From an optimization exercise on the open Yosys and OpenROAD flow, aimed at small area; shortcuts taken in it are not production practice. In this exercise RTL edits were held to simulation tests only and were not proved equivalent to the original. No activity file was given, so power comes from the tool's default toggle rates. The clock port is modelled as an ideal driver; clocking choices that lean on that would not hold on a real chip.

== tundra ==
==> flow/design.v <==
module hb_frame_decoder #(
    parameter NUM_PIXELS = 32,
    parameter CAP        = 3 * NUM_PIXELS,
    parameter AW         = (CAP > 1) ? $clog2(CAP) : 1
) (
    input  wire          clk,
    input  wire          rst,
    input  wire          in_valid,
    input  wire [7:0]    in_data,
    output wire          in_ready,
    output reg           evt_valid,
    output reg  [2:0]    evt_code,
    output wire [15:0]   evt_len,
    input  wire [AW-1:0] pb_rd_addr,
    output wire [7:0]    pb_rd_data,
    output wire [2:0]    dbg_state
);
    localparam [2:0] ST_WAIT_MAGIC_1  = 3'd0;
    localparam [2:0] ST_WAIT_MAGIC_2  = 3'd1;
    localparam [2:0] ST_WAIT_LENGTH_1 = 3'd2;
    localparam [2:0] ST_WAIT_LENGTH_2 = 3'd3;
    localparam [2:0] ST_WAIT_DATA     = 3'd4;
    localparam [2:0] ST_WAIT_CHECKSUM = 3'd5;
    localparam [2:0] EV_NEED_MORE    = 3'd0;
    localparam [2:0] EV_ACCEPT       = 3'd1;
    localparam [2:0] EV_ERR_RESYNC   = 3'd2;
    localparam [2:0] EV_ERR_OVERFLOW = 3'd3;
    localparam [2:0] EV_ERR_CHECKSUM = 3'd4;
    reg [2:0] st;
    reg [6:0] len;
    reg [6:0] cnt;
    reg [7:0] csum;
    assign in_ready  = ~rst;
    assign dbg_state = st;
    assign evt_len   = {9'd0, (evt_code == EV_ACCEPT) ? len : 7'd0};
    wire consume = in_valid & ~rst;
    wire s_m1 = (st == ST_WAIT_MAGIC_1);
    wire s_m2 = (st == ST_WAIT_MAGIC_2);
    wire s_l1 = (st == ST_WAIT_LENGTH_1);
    wire s_l2 = (st == ST_WAIT_LENGTH_2);
    wire s_d  = (st == ST_WAIT_DATA);
    wire s_ck = (st == ST_WAIT_CHECKSUM);
    wire [6:0] cnt_inc = cnt + 7'd1;
    wire       cnt_full = cnt[6] & cnt[5];           
    wire       hi_nz    = |in_data;
    wire       ck_ok    = (in_data == csum);
    reg [2:0] nx_st;
    reg [2:0] nx_evt;
    always @(*) begin
        nx_st  = ST_WAIT_MAGIC_1;
        nx_evt = EV_NEED_MORE;
        case (st)
            ST_WAIT_MAGIC_1:
                nx_st = (in_data == 8'hFF) ? ST_WAIT_MAGIC_2 : ST_WAIT_MAGIC_1;
            ST_WAIT_MAGIC_2:
                if (in_data == 8'hAA) nx_st = ST_WAIT_LENGTH_1;
                else                  nx_evt = EV_ERR_RESYNC;
            ST_WAIT_LENGTH_1:
                nx_st = ST_WAIT_LENGTH_2;
            ST_WAIT_LENGTH_2:
                nx_st = (hi_nz | (|csum)) ? ST_WAIT_DATA : ST_WAIT_CHECKSUM;
            ST_WAIT_DATA:
                if (cnt_full)            nx_evt = EV_ERR_OVERFLOW;
                else if (cnt_inc == len) nx_st  = ST_WAIT_CHECKSUM;
                else                     nx_st  = ST_WAIT_DATA;
            ST_WAIT_CHECKSUM:
                nx_evt = ck_ok ? EV_ACCEPT : EV_ERR_CHECKSUM;
            default: ;
        endcase
    end
    always @(posedge clk) begin
        if (rst) begin
            st        <= ST_WAIT_MAGIC_1;
            evt_valid <= 1'b0;
            evt_code  <= EV_NEED_MORE;
        end else begin
            evt_valid <= consume;
            evt_code  <= consume ? nx_evt : EV_NEED_MORE;
            if (consume)
                st <= nx_st;
        end
    end
    always @(posedge clk) begin
        if (consume) begin
            csum <= (s_l1 | s_d) ? csum + in_data : 8'd0;
            cnt  <= s_l2 ? 7'd0 : cnt_inc;
            if (s_l2)
                len <= (hi_nz | csum[7]) ? 7'd127 : csum[6:0];
        end
    end
    wire commit = consume & s_ck & ck_ok;
    reg ph;
    always @(posedge clk)
        ph <= ~ph;
    reg  [7:0] st_x [0:CAP-1];
    reg  [7:0] pb_x [0:CAP-1];
    wire [7:0] din_x = in_data ^ {8{ph}};
    genvar gi;
    generate
        for (gi = 0; gi < CAP; gi = gi + 1) begin : g_buf
            wire in_frame = (gi < cnt);
            wire ce = commit & in_frame;
            wire [7:0] st_d, pb_d;
            always @(posedge clk) begin
                st_x[gi] <= st_d;
                pb_x[gi] <= pb_d;
            end
            genvar bi;
            for (bi = 0; bi < 8; bi = bi + 1) begin : g_bit
                hb_inv_mux u_st (.sel(~in_frame), .sel_n(in_frame), .a(din_x[bi]),    .b(st_x[gi][bi]), .y(st_d[bi]));
                hb_inv_mux u_pb (.sel(ce), .sel_n(~ce), .a(st_x[gi][bi]), .b(pb_x[gi][bi]), .y(pb_d[bi]));
            end
        end
    endgenerate
    wire [CAP-1:0] rsel;
    generate
        for (gi = 0; gi < CAP; gi = gi + 1) begin : g_rsel
            assign rsel[gi] = (pb_rd_addr == gi);
        end
    endgenerate
    wire [7:0] rd_x;
    generate
        for (gi = 0; gi < 8; gi = gi + 1) begin : g_rbit
            wire [CAP/3-1:0] t_n;
            genvar k;
            for (k = 0; k < CAP/3; k = k + 1) begin : g_t
                hb_aoi222 u (.a1(rsel[3*k]),   .a2(pb_x[3*k][gi]),
                             .b1(rsel[3*k+1]), .b2(pb_x[3*k+1][gi]),
                             .c1(rsel[3*k+2]), .c2(pb_x[3*k+2][gi]),
                             .y(t_n[k]));
            end
            assign rd_x[gi] = ~&t_n;
        end
    endgenerate
    assign pb_rd_data = rd_x ^ {8{ph}};
endmodule
module hb_inv_mux (
    input  wire sel,
    input  wire sel_n,
    input  wire a,
    input  wire b,
    output wire y
);
    assign y = ~((b | sel) & (a | sel_n));
endmodule
module hb_aoi222 (
    input  wire a1, a2, b1, b2, c1, c2,
    output wire y
);
    assign y = ~((a1 & a2) | (b1 & b2) | (c1 & c2));
endmodule
clock: 15.0 ns
lec_check: 0
cap_margin: 20
core_margin: 2
core_utilization: 60
slew_margin: 20
synth_hierarchical: 1
synth_minimum_keep_size: 0
standard.sh (not shown) runs the stock make flow with config.mk's settings and CLKGATE_MAP_FILE= SYNTH_SCRIPT=/design/flow/synth_recipe.tcl, a recipe that flattens the netlist after the stock synthesis.
==> flow/flow/run.sh <==
#!/bin/bash
# Standard layout, with two changes: the clock tree uses larger sink
# clusters and no dummy loads, and ports are buffered with buf_1.
set -euo pipefail
export CTS_ARGS="-sink_clustering_enable -repair_clock_nets -sink_clustering_size 31 -sink_clustering_max_diameter 85 -buf_list sky130_fd_sc_hd__clkbuf_16 -dont_use_dummy_load"
export BUFFER_PORTS_ARGS="-buffer_cell sky130_fd_sc_hd__buf_1"
bash standard.sh > standard.log 2>&1
Input changes introduced in fjord (baseline for comparison: tundra):
-- flow/flow/run.sh --
<<< tundra, line 5
export CTS_ARGS="-sink_clustering_enable -repair_clock_nets -sink_clustering_size 31 -sink_clustering_max_diameter 85 -buf_list sky130_fd_sc_hd__clkbuf_16 -dont_use_dummy_load"
>>> fjord, line 5
export CTS_ARGS="-sink_clustering_enable -repair_clock_nets -sink_clustering_size 28 -sink_clustering_max_diameter 80 -buf_list sky130_fd_sc_hd__clkbuf_16 -dont_use_dummy_load"
--- outcome ---
- Post-route core utilization ended up 0.30 points higher on fjord than on tundra.
- Tap cell count: fjord vs tundra identical
- | number of antenna violations at the first check in global routing | lower: tundra |
- A end point of the critical path of pb_rd_data[7] is what fjord shows, while pb_rd_data[0] belongs to tundra.
- fjord: PASS, flow complete, no timing, DRC or antenna violations
- | first-pass GRT wire length | tundra vs fjord | ≈ equal |
diff inputs: fjord => violet
-- flow/flow/run.sh --
<<< fjord, line 5
export CTS_ARGS="-sink_clustering_enable -repair_clock_nets -sink_clustering_size 28 -sink_clustering_max_diameter 80 -buf_list sky130_fd_sc_hd__clkbuf_16 -dont_use_dummy_load"
>>> violet, line 5
export CTS_ARGS="-sink_clustering_enable -repair_clock_nets -sink_clustering_size 30 -sink_clustering_max_diameter 80 -buf_list sky130_fd_sc_hd__clkbuf_16 -dont_use_dummy_load"
==> notes.md <==
- Between fjord and violet, the difference in overall fraction of global-route tracks in use is negligible.
- Looking only at part of the total power dissipated in the clock network, and setting everything else aside, the lower value of fjord and violet goes to violet.
- Comparing fjord with violet, the final standard cell count with taps included and fillers excluded came out essentially unchanged.
- ~same combinational cell fraction of total power in fjord and violet
- Between violet and fjord, the via count of the first global-routing pass figures differ only marginally.
- The lower hold slack of fjord and violet is in fjord.
- violet against fjord: fmax up about 0.44%; wire length held.
- Compared with fjord, in violet period utilization saw a decrease, detailed router's first-iteration violation count saw an increase.

Another version of the RTL of hb_frame_decoder (not shown whole).
Size in the first run: ~4400 cells after synthesis, ~1600 flip-flops.
clock: 15.0 ns
lec_check: 0
cap_margin: 20
core_margin: 2
core_utilization: 60
cts_buf_list: sky130_fd_sc_hd__clkbuf_16
cts_cluster_diameter: 60
cts_cluster_size: 28
slew_margin: 20
synth_hierarchical: 1
synth_minimum_keep_size: 0
run.sh (not shown) runs the stock make flow with config.mk's settings and CLKGATE_MAP_FILE= SYNTH_SCRIPT=/design/flow/synth_recipe.tcl, a recipe that flattens the netlist after the stock synthesis.
Stock flow here: none of the scripts above is used.
The baseline completed without violations.
Rerun with:
==> flow/flow/run.sh (new file) <==
#!/bin/bash
# Standard layout, with two changes: the clock tree uses larger sink
# clusters and no dummy loads, and ports are buffered with buf_1.
set -euo pipefail
export CTS_ARGS="-sink_clustering_enable -repair_clock_nets -sink_clustering_size 28 -sink_clustering_max_diameter 80 -buf_list sky130_fd_sc_hd__clkbuf_16 -dont_use_dummy_load"
export BUFFER_PORTS_ARGS="-buffer_cell sky130_fd_sc_hd__buf_1"
bash standard.sh > standard.log 2>&1
==> flow/standard.sh (new file) <==
#!/bin/bash
# synth_recipe.tcl (not shown) runs the flow's synth.tcl, then flattens the netlist and writes it again
# the make line also repeats each setting of config.mk as NAME=value (left out here)
make -C /OpenROAD-flow-scripts/flow DESIGN_CONFIG=/design/flow/config.mk WORK_HOME=/design/flow/orfs CLKGATE_MAP_FILE= SYNTH_SCRIPT=/design/flow/synth_recipe.tcl "${@:-finish}"
CTS_BUF_LIST = default   (was sky130_fd_sc_hd__clkbuf_16)
CTS_CLUSTER_DIAMETER = default   (was 60)
CTS_CLUSTER_SIZE = default   (was 28)
removed: flow/run.sh
Via count drops by about 1.2%.
Cell area goes down by about 3.4%.
Non-clock buffer count fell by 4.
Sequential share of layout area went up by 2.1 points.
Routed wire length goes down by about 0.7%.
Core utilization decreases by 2.3 points.
Clock skew went up by 0.030 ns.
Rerun with:
==> flow/flow/run.sh (replaced) <==
#!/bin/bash
# Standard layout, with three changes: the clock tree uses larger sink
# clusters and no dummy loads, ports are buffered with buf_1, and gates
# off the critical paths are downsized after global routing.
set -euo pipefail
export CTS_ARGS="-sink_clustering_enable -repair_clock_nets -sink_clustering_size 32 -sink_clustering_max_diameter 50 -buf_list sky130_fd_sc_hd__clkbuf_16 -dont_use_dummy_load"
export BUFFER_PORTS_ARGS="-buffer_cell sky130_fd_sc_hd__buf_1"
export RECOVER_POWER=100
bash standard.sh > standard.log 2>&1
CORE_UTILIZATION = 70   (was 60)
Effect: Now the flow completed and failed the layout checks on capacitance limit, slew limit; maximum frequency came out lower by a few percent; die area fell by about a fifth; hold slack is about the same; global-route usage is higher by 6.3 points; clock skew climbs by 0.013 ns; clock power increases by a quarter to a third; sequential share of layout area shrinks by 0.64 points.
Rerun with:
==> flow/flow/run.sh (replaced) <==
#!/bin/bash
# Standard layout, with two changes: the clock tree uses larger sink
# clusters and no dummy loads, and ports are buffered with buf_1.
set -euo pipefail
export CTS_ARGS="-sink_clustering_enable -repair_clock_nets -sink_clustering_size 33 -sink_clustering_max_diameter 90 -buf_list sky130_fd_sc_hd__clkbuf_16 -dont_use_dummy_load"
export BUFFER_PORTS_ARGS="-buffer_cell sky130_fd_sc_hd__buf_1"
bash standard.sh > standard.log 2>&1
CORE_UTILIZATION = 60   (was 70)
Now the flow ran to the end with no violations.
Core utilization decreases by 12 points.
Hold slack degrades by 0.027 ns.
Critical path depth is unchanged.
Via count decreases by 3.6%.
Total power decreases by 9.0%.

==> static timing again, ports no longer ideal <==
No port has a modelled driver above. Below, the same layouts with a new extraction and two added sets of constraints. Step 1 sets driving cells, clkbuf_16 on the clock port and buf_2 on the other inputs (assumed; they add their load-dependent delay and slew). Step 2 times the ports against the registers' clock, not the clock port: input delays grow and output delays shrink by t, the midpoint of the rising clock arrivals with the driver on. Slacks: no drivers / after step 1 / after step 2; pairs: no drivers / after step 1.
| run | t (ns) | setup slack, ns | latest minus earliest clock arrival (ns) | worst register clock-pin slew, ns | worst slew at a driven data input, ns |
|---|---|---|---|---|---|
| tundra | 0.738 | 4.930 / 4.856 / 4.856 | 0.068 / 0.068 | 0.12 / 0.12 | 0.14 |
| fjord | 0.709 | 5.004 / 4.926 / 4.926 | 0.060 / 0.060 | 0.11 / 0.11 | 0.14 |
| violet | 0.744 | 5.047 / 4.953 / 4.953 | 0.035 / 0.036 | 0.12 / 0.12 | 0.14 |
| the first run of note 2 | 0.744 | 4.084 / 4.016 / 4.016 | 0.045 / 0.045 | 0.11 / 0.11 | 0.08 |
| the second run of note 2 | 0.721 | 4.936 / 4.852 / 4.852 | 0.067 / 0.068 | 0.11 / 0.11 | 0.10 |
| the third run of note 2 | 0.729 | 4.396 / 4.432 / 3.703 | 0.114 / 0.114 | 0.11 / 0.11 | 0.08 |
| the fourth run of note 2 | 0.738 | 4.827 / 4.753 / 4.753 | 0.077 / 0.077 | 0.12 / 0.12 | 0.09 |
For the third run of note 2, which loses most, drivers alone change the setup slack by +0.036 ns; drivers and shift together by -0.693 ns.
